Source: an optimization exercise on an open RTL-to-GDS flow (aim: small area). Production flows keep margins and buffers that such runs may drop.
Function was checked by simulation only, so behaviour that the tests miss may differ from the original.
Power and IR drop assume default switching activity. The flow treats the clock pin as an ideal source, which a real chip does not have.

### flow/constraint.sdc
create_clock -name core_clock -period 18.0 [get_ports {clk}]
set_input_delay 3.6000 -clock core_clock [delete_from_list [all_inputs] [get_ports {clk}]]
set_output_delay 3.6000 -clock core_clock [all_outputs]
set_load 0.01 [all_outputs]
### flow/design.v
module fspfa_value_decoder (
    input  wire [7:0]  hi,
    input  wire [7:0]  lo,
    input  wire [7:0]  eb,
    input  wire [3:0]  idx,
    input  wire [1:0]  debug,
    output wire [15:0] m,
    output wire [3:0]  k,
    output reg  [1:0]  log_code    
);
    reg [3:0] base_k;
    always @(*) begin
        case (idx)
            4'd0: base_k = 4'd3;
            4'd1: base_k = 4'd6;
            4'd2: base_k = 4'd3;
            4'd3: base_k = 4'd4;
            4'd4: base_k = 4'd1;
            4'd5: base_k = 4'd2;
            4'd6: base_k = 4'd1;
            4'd7: base_k = 4'd1;
            default: base_k = 4'd2;
        endcase
    end
    wire        sent  = (eb == 8'd11);
    wire        under = !sent && eb[7] && (eb < 8'hFD);           
    wire        over  = !sent && !eb[7] && (eb > 8'd10);          
    wire [7:0]  e3    = eb + 8'd3;
    wire [15:0] mag   = {hi, lo};
    assign m = (under || over) ? 16'd0 : mag;
    assign k = sent ? base_k : (under || over) ? 4'd0 : e3[3:0];
    always @(*) begin
        log_code = 2'd0;
        if (debug != 2'd0) begin
            if (under) log_code = 2'd1;
            else if (over && mag != 16'd0) log_code = 2'd2;
        end
    end
endmodule
module fspfa_times10 (
    input  wire [59:0] x,
    output wire [59:0] y
);
    localparam K = 31;
    wire [59:0] a = {x[56:0], 3'd0};
    wire [59:0] b = {x[58:0], 1'b0};
    wire [60:0] c;       
    wire [60:0] d;       
    wire [59:0] s0;
    wire [60:0] u;       
    assign c[3] = 1'b0;
    assign d[K] = 1'b0;
    assign u[K] = 1'b1;
    assign y[2:0] = {x[1:0], 1'b0};
    genvar i;
    generate
        for (i = 3; i < K; i = i + 1) begin : g_lo
            assign y[i]   = a[i] ^ b[i] ^ c[i];
            assign c[i+1] = (a[i] & b[i]) | (c[i] & (a[i] ^ b[i]));
        end
        for (i = K; i < 60; i = i + 1) begin : g_hi
            assign s0[i]  = a[i] ^ b[i] ^ d[i];
            assign d[i+1] = (a[i] & b[i]) | (d[i] & (a[i] ^ b[i]));
            assign u[i+1] = u[i] & s0[i];
            assign y[i]   = s0[i] ^ (c[K] & u[i]);
        end
    endgenerate
endmodule
module fspfa_sanity_filter (
    input  wire [2:0]  cls,       
    input  wire [59:0] cand,
    input  wire [59:0] prev,
    input  wire [1:0]  cnt,
    input  wire        dcv_nz,
    output reg         take,      
    output reg  [1:0]  cnt_out,
    output reg  [2:0]  log_code   
);
    localparam [2:0] L_NONE = 3'd0, L_REJECT = 3'd1, L_OVERRIDE = 3'd2,
                     L_SHUTDOWN = 3'd3, L_RECOVERY = 3'd4;
    localparam [23:0] K = 24'd10000000;
    wire [60:0] q;
    wire [60:0] qc;
    wire [61:0] gt;
    assign qc[0] = 1'b0;
    assign gt[0] = 1'b0;
    genvar i;
    generate
        for (i = 0; i < 60; i = i + 1) begin : g_q
            if (i < 24 && K[i]) begin : g_one
                assign q[i]    = ~(prev[i] ^ qc[i]);
                assign qc[i+1] = prev[i] | qc[i];
            end else begin : g_zero
                assign q[i]    = prev[i] ^ qc[i];
                assign qc[i+1] = prev[i] & qc[i];
            end
        end
        assign q[60] = qc[60];
        for (i = 0; i < 61; i = i + 1) begin : g_gt
            if (i < 60) begin : g_c
                assign gt[i+1] = (cand[i] & ~q[i]) | ((cand[i] | ~q[i]) & gt[i]);
            end else begin : g_top
                assign gt[i+1] = ~q[i] & gt[i];
            end
        end
    endgenerate
    wire cand_gt_prev_k = gt[61];
    reg reject;
    always @(*) begin
        take     = 1'b1;
        cnt_out  = 2'd0;
        log_code = L_NONE;
        reject   = 1'b0;
        if (cnt == 2'd3) begin
            log_code = L_OVERRIDE;
        end else begin
            case (cls)
                3'd0: reject = cand > 60'd10000000;
                3'd1: reject = prev != 60'd0 && cand_gt_prev_k;
                3'd2: reject = cand > 60'd100000;
                3'd3: begin
                    if (prev > 60'd200000 && cand < 60'd200000 && dcv_nz) begin
                        log_code = L_SHUTDOWN;
                        cnt_out  = cnt + 2'd1;
                    end else if (cand > 60'd550000) begin
                        reject = 1'b1;
                    end else if (prev < 60'd200000 && cand > 60'd200000) begin
                        log_code = L_RECOVERY;
                    end
                end
                default: reject = cand > 60'd600000;
            endcase
            if (reject) begin
                take     = 1'b0;
                cnt_out  = cnt + 2'd1;
                log_code = L_REJECT;
            end
        end
    end
endmodule
module fspfa_meas (
    input  wire        clk,
    input  wire        rst,
    input  wire        req_valid,
    output wire        req_ready,
    input  wire        req_op,
    input  wire [7:0]  req_addr,
    input  wire [3:0]  req_idx,
    input  wire [7:0]  req_hi,
    input  wire [7:0]  req_lo,
    input  wire [7:0]  req_eb,
    input  wire [1:0]  req_debug,
    output wire        rsp_valid,
    output wire [63:0] rsp_value,
    output wire [1:0]  rsp_cnt,
    output wire [63:0] rsp_cand,
    output wire [63:0] rsp_prev,
    output wire [1:0]  rsp_prev_cnt,
    output wire [1:0]  rsp_dec_log,
    output wire [2:0]  rsp_filt_log
);
    localparam N   = 36;         
    localparam EW  = 22;         
    localparam F   = 28;         
    localparam W   = F + 1;      
    localparam D   = F - 1 - 3;  
    reg [N*EW-1:0] ring;
    reg [1:0] hi;
    reg [3:0] hs;
    reg       fl;                
    reg [4:0] st;
    wire idle = (st == 5'd0);
    wire last = (st == F);
    wire [1:0] inv = req_addr[1:0] - 2'd1;
    wire start = req_valid && (idle || last) && inv == hi && req_idx == hs;
    assign req_ready = req_valid && st == F - 1;
    wire stale_h = fl && hi == 2'd0 && hs < 4'd7;           
    wire stale_d = fl && !(hi == 2'd3 && hs >= 4'd4);      
    wire stale_f = fl && !(hi == 2'd3 && hs == 4'd8);      
    wire [EW-1:0] e0 = ring[0 +: EW];
    wire [EW-1:0] ed = ring[D*EW +: EW];
    wire [EW-1:0] ef = ring[F*EW +: EW];
    wire [15:0] dm;
    wire [3:0]  dk;
    wire [1:0]  dl;
    fspfa_value_decoder u_dec (
        .hi(req_hi), .lo(req_lo), .eb(req_eb), .idx(req_idx), .debug(req_debug),
        .m(dm), .k(dk), .log_code(dl)
    );
    reg [15:0] pm;
    reg [3:0]  pk;
    wire [15:0] pm_d = start ? (stale_h ? 16'd0 : e0[21:6]) : pm;
    wire [3:0]  pk_d = start ? (stale_h ? 4'd0 : e0[5:2]) : pk;
    always @(posedge clk) begin
        pm <= pm_d;
        pk <= pk_d;
    end
    reg [1:0]  dlog;
    reg        op;
    reg        dcv_nz;
    always @(posedge clk) begin
        dlog   <= req_op ? 2'd0 : dl;
        op     <= req_op;
        dcv_nz <= !stale_d && ed[21:6] != 16'd0;
    end
    reg [2:0] cls;
    always @(*) begin
        case (hs)
            4'd1: cls = 3'd0;                     
            4'd2, 4'd3, 4'd4: cls = 3'd1;         
            4'd5, 4'd7, 4'd8: cls = 3'd2;         
            4'd6: cls = 3'd3;                     
            default: cls = 3'd4;                  
        endcase
    end
    wire [1:0] pc = stale_f ? 2'd0 : ef[1:0];
    reg [59:0] x1, x2;
    wire       take;
    wire [1:0] cnt_out;
    wire [2:0] flog;
    fspfa_sanity_filter u_filt (
        .cls(cls), .cand(x1), .prev(x2), .cnt(pc), .dcv_nz(dcv_nz),
        .take(take), .cnt_out(cnt_out), .log_code(flog)
    );
    wire wc  = req_ready && !req_op;
    wire wb  = last && !op && !rst;
    wire clr = rst || fl;
    wire [EW-1:0] c_in, w_in;
    assign c_in[21:2] = wc ? {dm, dk} : ring[(F-1)*EW+2 +: 20];
    assign c_in[1:0]  = ring[(F-1)*EW +: 2];
    assign w_in[21:6] = wb ? (take ? ef[21:6] : pm) : clr ? 16'd0 : ef[21:6];
    assign w_in[5:2]  = wb ? (take ? ef[5:2] : pk) : clr ? 4'd0 : ef[5:2];
    assign w_in[1:0]  = wb ? cnt_out : clr ? 2'd0 : ef[1:0];
    always @(posedge clk) begin
        ring[EW-1:0] <= ring[N*EW-1 -: EW];
        ring[F*EW-1:EW] <= ring[(F-1)*EW-1:0];
        ring[F*EW +: EW] <= c_in;
        ring[N*EW-1:(W+1)*EW] <= ring[N*EW-EW-1:W*EW];
        ring[W*EW +: EW] <= w_in;
    end
    always @(posedge clk) begin
        if (rst) begin
            hi <= 2'd0;
            hs <= 4'd0;
            fl <= 1'b1;
            st <= 5'd0;
        end else begin
            if (hs == 4'd8) begin
                hs <= 4'd0;
                hi <= hi + 2'd1;
                if (hi == 2'd3) fl <= 1'b0;
            end else begin
                hs <= hs + 4'd1;
            end
            if (start)
                st <= 5'd1;
            else if (last)
                st <= 5'd0;
            else if (!idle)
                st <= st + 5'd1;
        end
    end
    wire [4:0] j    = start ? 5'd0 : st;
    wire       ld_c = (j == F - 1 - {dk, 1'b0});
    wire       ld_p = (j == F - 2 - {pk_d, 1'b0});
    wire [59:0] x2_10;
    fspfa_times10 u_x10 (.x(x2), .y(x2_10));
    always @(posedge clk) begin
        x1 <= ld_c ? {44'd0, dm} : ld_p ? {44'd0, pm_d} : x2_10;
        x2 <= x1;
    end
    assign rsp_valid    = last;
    assign rsp_cand     = {4'd0, x1};
    assign rsp_prev     = {4'd0, x2};
    assign rsp_prev_cnt = pc;
    assign rsp_value    = {4'd0, (op || !take) ? x2 : x1};
    assign rsp_cnt      = op ? pc : cnt_out;
    assign rsp_dec_log  = dlog;
    assign rsp_filt_log = op ? 3'd0 : flog;
endmodule
### flow/flow/run.sh
#!/bin/bash
set -e
export CTS_ARGS="-sink_clustering_enable -repair_clock_nets -dont_use_dummy_load -sink_clustering_size 30 -sink_clustering_max_diameter 100 -buf_list sky130_fd_sc_hd__clkbuf_16"
export BUFFER_PORTS_ARGS="-buffer_cell sky130_fd_sc_hd__buf_1"
bash standard.sh > standard.log 2>&1
### flow/standard.sh
#!/bin/bash
# synth_recipe.tcl (not shown) runs the flow's synth.tcl, then flattens the netlist and writes it again
# the make line also repeats each setting of config.mk as NAME=value (left out here)
make -C /OpenROAD-flow-scripts/flow DESIGN_CONFIG=/design/flow/config.mk WORK_HOME=/design/flow/orfs CLKGATE_MAP_FILE= SYNTH_SCRIPT=/design/flow/synth_recipe.tcl "${@:-finish}"
### flow/config.mk
export PLATFORM = sky130hd
export DESIGN_NAME = fspfa_meas
export DESIGN_NICKNAME = fspfa_meas
export VERILOG_FILES = /design/flow/design.v
export SDC_FILE = /design/flow/constraint.sdc
export NUM_CORES = 4
export LEC_CHECK = 0
export CAP_MARGIN = 20
export CORE_MARGIN = 2
export CORE_UTILIZATION = 70
export PLACE_DENSITY = 0.85
export SLEW_MARGIN = 20
==> run summary, run 1 <==
critical path endpoint category -> primary output
worst-skew pair later-pin latency -> 0.58 ns
yosys warns -> 3
Lkg Pwr -> 11.65 nW
CTS Buf Count -> 37
fillcell total -> 2250
final WL -> 56410 um
Chip Width -> 199.2 um
Initial Util -> 70.99%
Final Power -> 4.526 mW
Post-synth EDFFs -> 0
initial antenna violation count -> 1
final core utilization -> 76.77%
Area growth syn-to-layout -> 8.148%
# DRC -> 0
slowest stage delay, CP -> 0.49 ns
vias per inst -> 5.586
post-synth top area cell -> dfxtp_1
Critical Path Fanout Max -> 49
Placed Area -> 0.02792 mm^2
critical hold path startpoint -> ring[289]$_DFF_P_
RSZ-0062 raised after global routing -> false
total negative setup slack -> 0 ns
final setup fails -> 0
Synth Cell Area -> 0.02667 mm^2
fmax -> 0.05746 GHz
Net count, final -> 2380
Seq cells post-synth -> 951
HPWL after DPL -> 37700 um
period utilisation layout -> 96.68%
drt wl/cell -> 20.69 um
Hold-fix buffers, CTS -> 0
CTS tree -> yes
clock-pin slew on the worst setup and hold paths -> 0.11 ns
Required @ worst endpoint -> 14.40 ns
Final Max Slew Viols -> 0
worst r2r src -> x2[0]$_DFF_P_
initial DRC count -> 1181
GRT Residual Overflow -> 0
Post-Layout Inst Area -> 0.02885 mm^2
Routed Antenna Nets -> 0
clock skew -> 0.04203 ns
share of the synthesized area in the top cell type -> 71.37%
Critical Path Start -> x2[7]$_DFF_P_
Clock Path Buffers -> 3
ys flop type -> dfxtp_1
final worst path period need -> 17.40 ns
top post-synthesis cells by area -> dfxtp_1 71%, fa_1 4.1%, ha_1 3.1%, mux2_1 2.2%, inv_1 1.7%
largest net degree at the start of global routing -> 50
share of post-route cells with drive strength above 1 -> 2.980%
Syn Inst Count -> 1997
routability cong. -> 0.8965
clock root cell -> clkbuf_16
# port buffers -> 226
Boundary Pins -> 245
outcome -> complete, no violations
post-synthesis sequential area ratio -> 71.37%
die height -> 199.2 um
vias in the first global route -> 15.51k
# Post-CTS Setup Buffers -> 0
Core Region -> 0.03758 mm^2
Slew @ Worst Pin -> 0.8445 ns
post-cts repair resize count -> 0
Tot GR Track Use -> 28.65%
Hold Vio Cnt, Final -> 0
H-tree Lvls -> 2
Worst Hold Class -> reg -> reg
Power Density -> 156.9 mW/mm^2
Max Cap Viol -> 0
Slowest cell on crit path -> dfxtp_1
synth unique cells -> 81
vias -> 15.23k
crit path DAT -> 13.80 ns
Die ar. -> 0.03968 mm^2
most used cell along the critical path -> ha_1
Worst VDD drop -> 0.1103 mV
syn avg cell area -> 13.36 um^2
relative max-transition margin -> 42.98%
DR pass1 iterations -> 6
ys async rst share -> 0%
startpoint types -> register
Sink Count -> 951
crit path kind -> reg -> out
row cnt -> 71
global-route wire length before repair -> 86100 um
-- synthesized netlist by cell type (all sizes together), types with 18 or more instances --
library cell	count
mux2i	29
o21ai	80
nand2b	28
and2	21
buf	34
nor4	44
nor2b	24
a32o	21
nand2	103
fa	54
nor2	65
xor2	18
clkbuf	31
inv	118
ha	67
nor3	28
dfxtp	951
mux2	56
nand3	32
-- per-layer routing --
| metal | global-route usage [%] | share of wire [%] | vias up |
|---|---|---|---|
| li1 | - | - | 7049 |
| met1 | 37.31 | 41 | 7332 |
| met2 | 47.15 | 47 | 695 |
| met3 | 4.928 | 7.5 | 157 |
| met4 | 13.16 | 4.2 | 0 |
| met5 | 0 | 0 | - |
-- layout by cell type, fill, tap and decap left out, types with 29 or more instances in the layout --
| cell | instances |
|---|---|
| buf_1 | 226 |
| clkbuf_16 | 37 |
| dfxtp_1 | 951 |
| fa_1 | 54 |
| ha_1 | 67 |
| inv_1 | 118 |
| mux2_1 | 51 |
| mux2i_1 | 29 |
| nand2_1 | 103 |
| nand3_1 | 32 |
| nor2_1 | 64 |
| nor4_1 | 42 |
| o21ai_0 | 67 |
-- registers in the layout (all words and copies together) (netlist names) --
register and count:
dcv_nz 1, dlog 2, fl 1, hi 2, hs 4, op 1
pk 4, pm 16, ring 792, st 5, u_filt.cls 3, x1 60
x2 60
-- cell type report --
cell class / count / area, um^2 / share of cell area [%]
multi-input cells: 874 / 6870 / 23.82
clock buffers: 37 / 925.9 / 3.210
flip-flops and latches: 951 / 19040 / 66.00
inverters: 118 / 442.9 / 1.535
diodes: 1 / 2.502 / 0.008675
well taps: 511 / 639.4 / 2.216
repair buffers: 235 / 928.4 / 3.218
-- metrics by stage --
step,cells,setup WS [ns],hold WS (ns)
final,2727,0.5969,0.3068
after global routing,2726,0.06831,0.3097
after detailed placement,2689,1.508,0.3121
after floorplan,2008,3.371,0.3096
after CTS,2726,0.6866,0.3065
after global placement,2689,1.670,0.3096
-- final timing paths --
kind | cells after the start | slack, ns | to
worst max-delay path | 73 | 0.60 | rsp_value[7]
worst min-delay path | 0 | 0.31 | ring[311]$_DFF_P_
worst max register to register | 39 | 4.69 | x1[51]$_SDFF_PP0_
worst min register to register | 0 | 0.31 | ring[311]$_DFF_P_
-- logic make-up after synthesis --
| logic type | count (synthesis) | synth area share (%) |
|---|---|---|
| and+or+nand+nor | 406 | 8.082 |
| other | 1 | 0.01406 |
| AOI/OAI and AO/OA | 207 | 5.347 |
| DFF | 951 | 71.37 |
| xor gates and xnor gates | 34 | 1.116 |
| adders and majority gates | 130 | 7.533 |
| muxes | 85 | 3.466 |
| buffers and inverters | 183 | 3.068 |
-- critical path: cells and delay by family, from the launching register on --
kind | cells | cell delay, ns
flip-flops | 1 | 0.49
AO/OA/AOI/OAI | 4 | 0.65
buffers and inverters | 12 | 0.93
adder cells (fa/ha/maj) | 52 | 9.46
multiplexers | 1 | 0.37
AND/OR/NAND/NOR | 4 | 1.30
-- power breakdown --
group	leakage [nW]	switching [mW]	total, mW	internal (mW)
registers	7.69	0.207	2.43	2.22
logic	3.50	0.652	1.14	0.484
clock network	0.456	0.585	0.958	0.374
total	11.6	1.44	4.53	3.08
==> run 2: changes to the inputs <==
--- a/flow/design.v
+++ b/flow/design.v
@@ -41,7 +41,7 @@
     input  wire [59:0] x,
     output wire [59:0] y
 );
-    localparam K = 31;
+    localparam K = 40;
     wire [59:0] a = {x[56:0], 3'd0};
     wire [59:0] b = {x[58:0], 1'b0};
     wire [60:0] c;       
@@ -163,7 +163,7 @@
     localparam EW  = 22;         
     localparam F   = 28;         
     localparam W   = F + 1;      
-    localparam D   = F - 1 - 3;  
+    localparam D   = F - 3;      
     reg [N*EW-1:0] ring;
     reg [1:0] hi;
     reg [3:0] hs;
@@ -175,7 +175,7 @@
     wire start = req_valid && (idle || last) && inv == hi && req_idx == hs;
     assign req_ready = req_valid && st == F - 1;
     wire stale_h = fl && hi == 2'd0 && hs < 4'd7;           
-    wire stale_d = fl && !(hi == 2'd3 && hs >= 4'd4);      
+    wire stale_d = fl && !(hi == 2'd3 && hs >= 4'd5);      
     wire stale_f = fl && !(hi == 2'd3 && hs == 4'd8);      
     wire [EW-1:0] e0 = ring[0 +: EW];
     wire [EW-1:0] ed = ring[D*EW +: EW];
@@ -197,12 +197,11 @@
     end
     reg [1:0]  dlog;
     reg        op;
-    reg        dcv_nz;
     always @(posedge clk) begin
         dlog   <= req_op ? 2'd0 : dl;
         op     <= req_op;
-        dcv_nz <= !stale_d && ed[21:6] != 16'd0;
-    end
+    end
+    wire dcv_nz = !stale_d && ed[21:6] != 16'd0;
     reg [2:0] cls;
     always @(*) begin
         case (hs)
==> flow/flow/run.sh (replaced) <==
#!/bin/bash
set -e
export CTS_ARGS="-sink_clustering_enable -repair_clock_nets -dont_use_dummy_load -sink_clustering_size 18 -sink_clustering_max_diameter 70 -buf_list sky130_fd_sc_hd__clkbuf_8"
export BUFFER_PORTS_ARGS="-buffer_cell sky130_fd_sc_hd__buf_1"
bash standard.sh > standard.log 2>&1
==> run summary, run 2 <==
Sw Pwr -> 1.181 mW
share of post-route cells with drive strength above 1 -> 4.065%
vias in the first global route -> 15.51k
most used cell along the critical path -> ha_1
Lkg Pwr -> 11.90 nW
sequential power share -> 58.2%
commonest non-fill, non-tap cell in the layout -> dfxtp_1
final setup fails -> 0
relative max-transition margin -> 27.18%
Slowest cell on crit path -> dfxtp_1
HPWL after DPL -> 38550 um
post-synth top area cell -> dfxtp_1
final setup margin -> 0.9502 ns
fin cells -> 2799
Sink Count -> 950
Seq cells post-synth -> 950
slowest stage delay, CP -> 0.47 ns
post-synthesis mux area share -> 3.404%
Compound-Gate Fraction of Synth Area -> 5.566%
routability cong. -> 0.9299
Routed Antenna Nets -> 0
DP Worst Slack -> 1.596 ns
final worst path period need -> 17.05 ns
initial DRC count -> 1309
clock-pin slew on the worst setup and hold paths -> 0.11 ns
Initial Util -> 71.14%
critical path endpoint category -> primary output
syn avg cell area -> 13.13 um^2
H-tree Lvls -> 2
simple-gate share of the synthesized area -> 8.756%
internal power -> 2.841 mW
clock root cell -> clkbuf_8
GRT Residual Overflow -> 0
row cnt -> 71
post-synthesis sequential area ratio -> 70.98%
Largest register FFs -> 792
switching part of the total -> 29.36%
ys flop type -> dfxtp_1
clock share of power -> 21.8%
Final Max Slew Viols -> 0
RSZ-0062 raised after global routing -> false
fmax -> 0.05865 GHz
Synth Area in XOR/XNOR -> 1.144%
Adder-Cell Fraction of Synth Area -> 7.448%
Slew @ Worst Pin -> 1.089 ns
CTS tree -> yes
CTS Buf Count -> 59
Post-Layout Inst Area -> 0.02898 mm^2
clock skew -> 0.07436 ns
Final Power -> 4.021 mW
vias per inst -> 5.479
outcome -> complete, no violations
top post-synthesis cells by area -> dfxtp_1 71%, fa_1 4.0%, ha_1 3.2%, mux2_1 1.9%, nand2_1 1.8%
# port buffers -> 226
Required @ worst endpoint -> 14.40 ns
Synth Cell Area -> 0.02679 mm^2
final WL -> 55150 um
Net count, final -> 2455
Regs by FF count -> ring: 792 flops, x1: 60 flops, x2: 60 flops
Die ar. -> 0.03986 mm^2
Post-synth EDFFs -> 0
Max Cap Viol -> 0
drt wl/cell -> 19.70 um
Worst VDD drop -> 0.09628 mV
Placed Area -> 0.02810 mm^2
Boundary Pins -> 245
Placed Cells -> 2733
DR pass1 iterations -> 6
period utilisation layout -> 94.72%
vias -> 15.34k
share of the synthesized area in the top cell type -> 70.98%
crit path kind -> reg -> out
# DRC -> 0
crit path DAT -> 13.45 ns
Hold Vio Cnt, Final -> 0
startpoint types -> register
largest family of logic cells by synthesized area -> simple AND/OR/NAND/NOR gates
Area growth syn-to-layout -> 8.153%
global-route wire length before repair -> 83510 um
initial antenna violation count -> 1
synth unique cells -> 79
diode count -> 0
combinational power share -> 20.1%
Critical Path Fanout Max -> 15
worst-skew pair later-pin latency -> 0.72 ns
total negative setup slack -> 0 ns
Chip Width -> 199.6 um
largest net degree at the start of global routing -> 45
ys async rst share -> 0%
count leader, synth -> dfxtp_1
Power Density -> 138.8 mW/mm^2
Synth top cells by count -> 950 x dfxtp_1, 131 x nand2_1, 101 x inv_1
yosys warns -> 3
most frequent cells in the layout -> 950 x dfxtp_1, 226 x buf_1, 131 x nand2_1
hold slack -> 0.2909 ns
die height -> 199.6 um
final core utilization -> 76.94%
Syn Inst Count -> 2041
Core Region -> 0.03767 mm^2
Clock Path Buffers -> 3
Reg with most FFs -> ring
Worst Hold Class -> reg -> reg
Tot GR Track Use -> 27.75%
==> run 2: changes by cell type in the layout (fill, tap and decap cells not counted), sizes merged, moves of 19 or more <==
| cell | previous run | this run |
|---|---|---|
| nand2 | 103 | 132 |
| a221o | 1 | 21 |
| a21o | 2 | 22 |
| clkbuf | 37 | 59 |
| a32o | 21 | 2 |
| nor2 | 65 | 93 |
==> run 2: layer usage <==
metal / up-vias / share of wire, % / track usage [%] / routed length [um]
li1: 7247 / - / - / -
met1: 7361 / 42 / 36.70 / 23410
met2: 578 / 47 / 45.47 / 25990
met3: 150 / 7.1 / 5.688 / 3892
met4: 0 / 3.4 / 10.26 / 1863
met5: - / 0 / 0 / 0
==> run 2: final cells by class <==
class / instances / area (um^2)
flip-flops and latches: 950 / 19020
fillers: 2308 / 8687
multi-input cells: 935 / 7129
repair buffers: 243 / 1001
clock buffers: 59 / 812.0
well taps: 511 / 639.4
inverters: 101 / 379.1
==> run 2: critical path, delay by kind of cell, from the launching register on <==
family / cells / cell delay, ns
compound gates: 5 / 1.34
fa+ha+maj: 52 / 9.36
buf+inv: 13 / 1.07
flops: 1 / 0.47
mux: 1 / 0.36
simple gates: 1 / 0.20
==> run 2: logic make-up (layout without fill, tap and decap cells) <==
logic type      Yosys count  count (layout)
other cells               1              12
buf+inv                 167             403
xor+xnor                 35              35
simple gates            464             464
fa+ha+maj               128             128
mux                      85              85
compound gates          211             211
flops                   950             950
==> run 2: worst paths after layout <==
path / startpoint / end / slack [ns] / depth (start not counted)
worst max register to register: x2[0]$_DFF_P_ / x1[59]$_SDFF_PP0_ / 1.55 / 47
worst min register to register: ring[745]$_DFF_P_ / ring[767]$_DFF_P_ / 0.29 / 0
worst max-delay path: x2[7]$_DFF_P_ / rsp_value[46] / 0.95 / 72
worst min-delay path: ring[745]$_DFF_P_ / ring[767]$_DFF_P_ / 0.29 / 0
==> run 2: what timing repair did <==
item,4_1_cts,5_1_grt
setup endpoints to repair,0,10
gates resized for setup,0,0
hold buffers,0,0
endpoints found under the hold margin,0,0
setup buffers,0,7
==> run 2: power by group through the flow <==
stage | combinational (mW) | clock (mW) | sequential (mW)
5_1_grt | 0.904 | 0.964 | 2.35
3_3_place_gp | 0.741 | 0 | 2.38
2_1_floorplan | 0.534 | 0 | 2.37
3_5_place_dp | 0.792 | 0 | 2.38
6_report | 0.807 | 0.875 | 2.34
4_1_cts | 0.798 | 0.891 | 2.33

static timing again, ports no longer ideal:
How much do the figures lean on ideal ports? The routed layouts below were timed once more, with nothing changed but the port constraints. Step 1, drivers: a clkbuf_16 drives clk and a buf_2 each remaining input, both assumed. Step 2 adds t to the input delays and takes it off the output delays; t is the mean of the earliest and latest rising clock arrival at the registers after step 1. Input paths then give back, and output paths get back, about the clock's delay inside the block. Slacks: ideal ports / drivers / drivers and shift; pairs: ideal ports / drivers.
run	shift t [ns]	setup WS [ns]	worst data-port slew with drivers (ns)
run 1	0.613	0.597 / 0.539 / 1.152	0.05
run 2	0.734	0.950 / 0.898 / 1.552	0.04
After both steps every run listed still meets setup and hold.
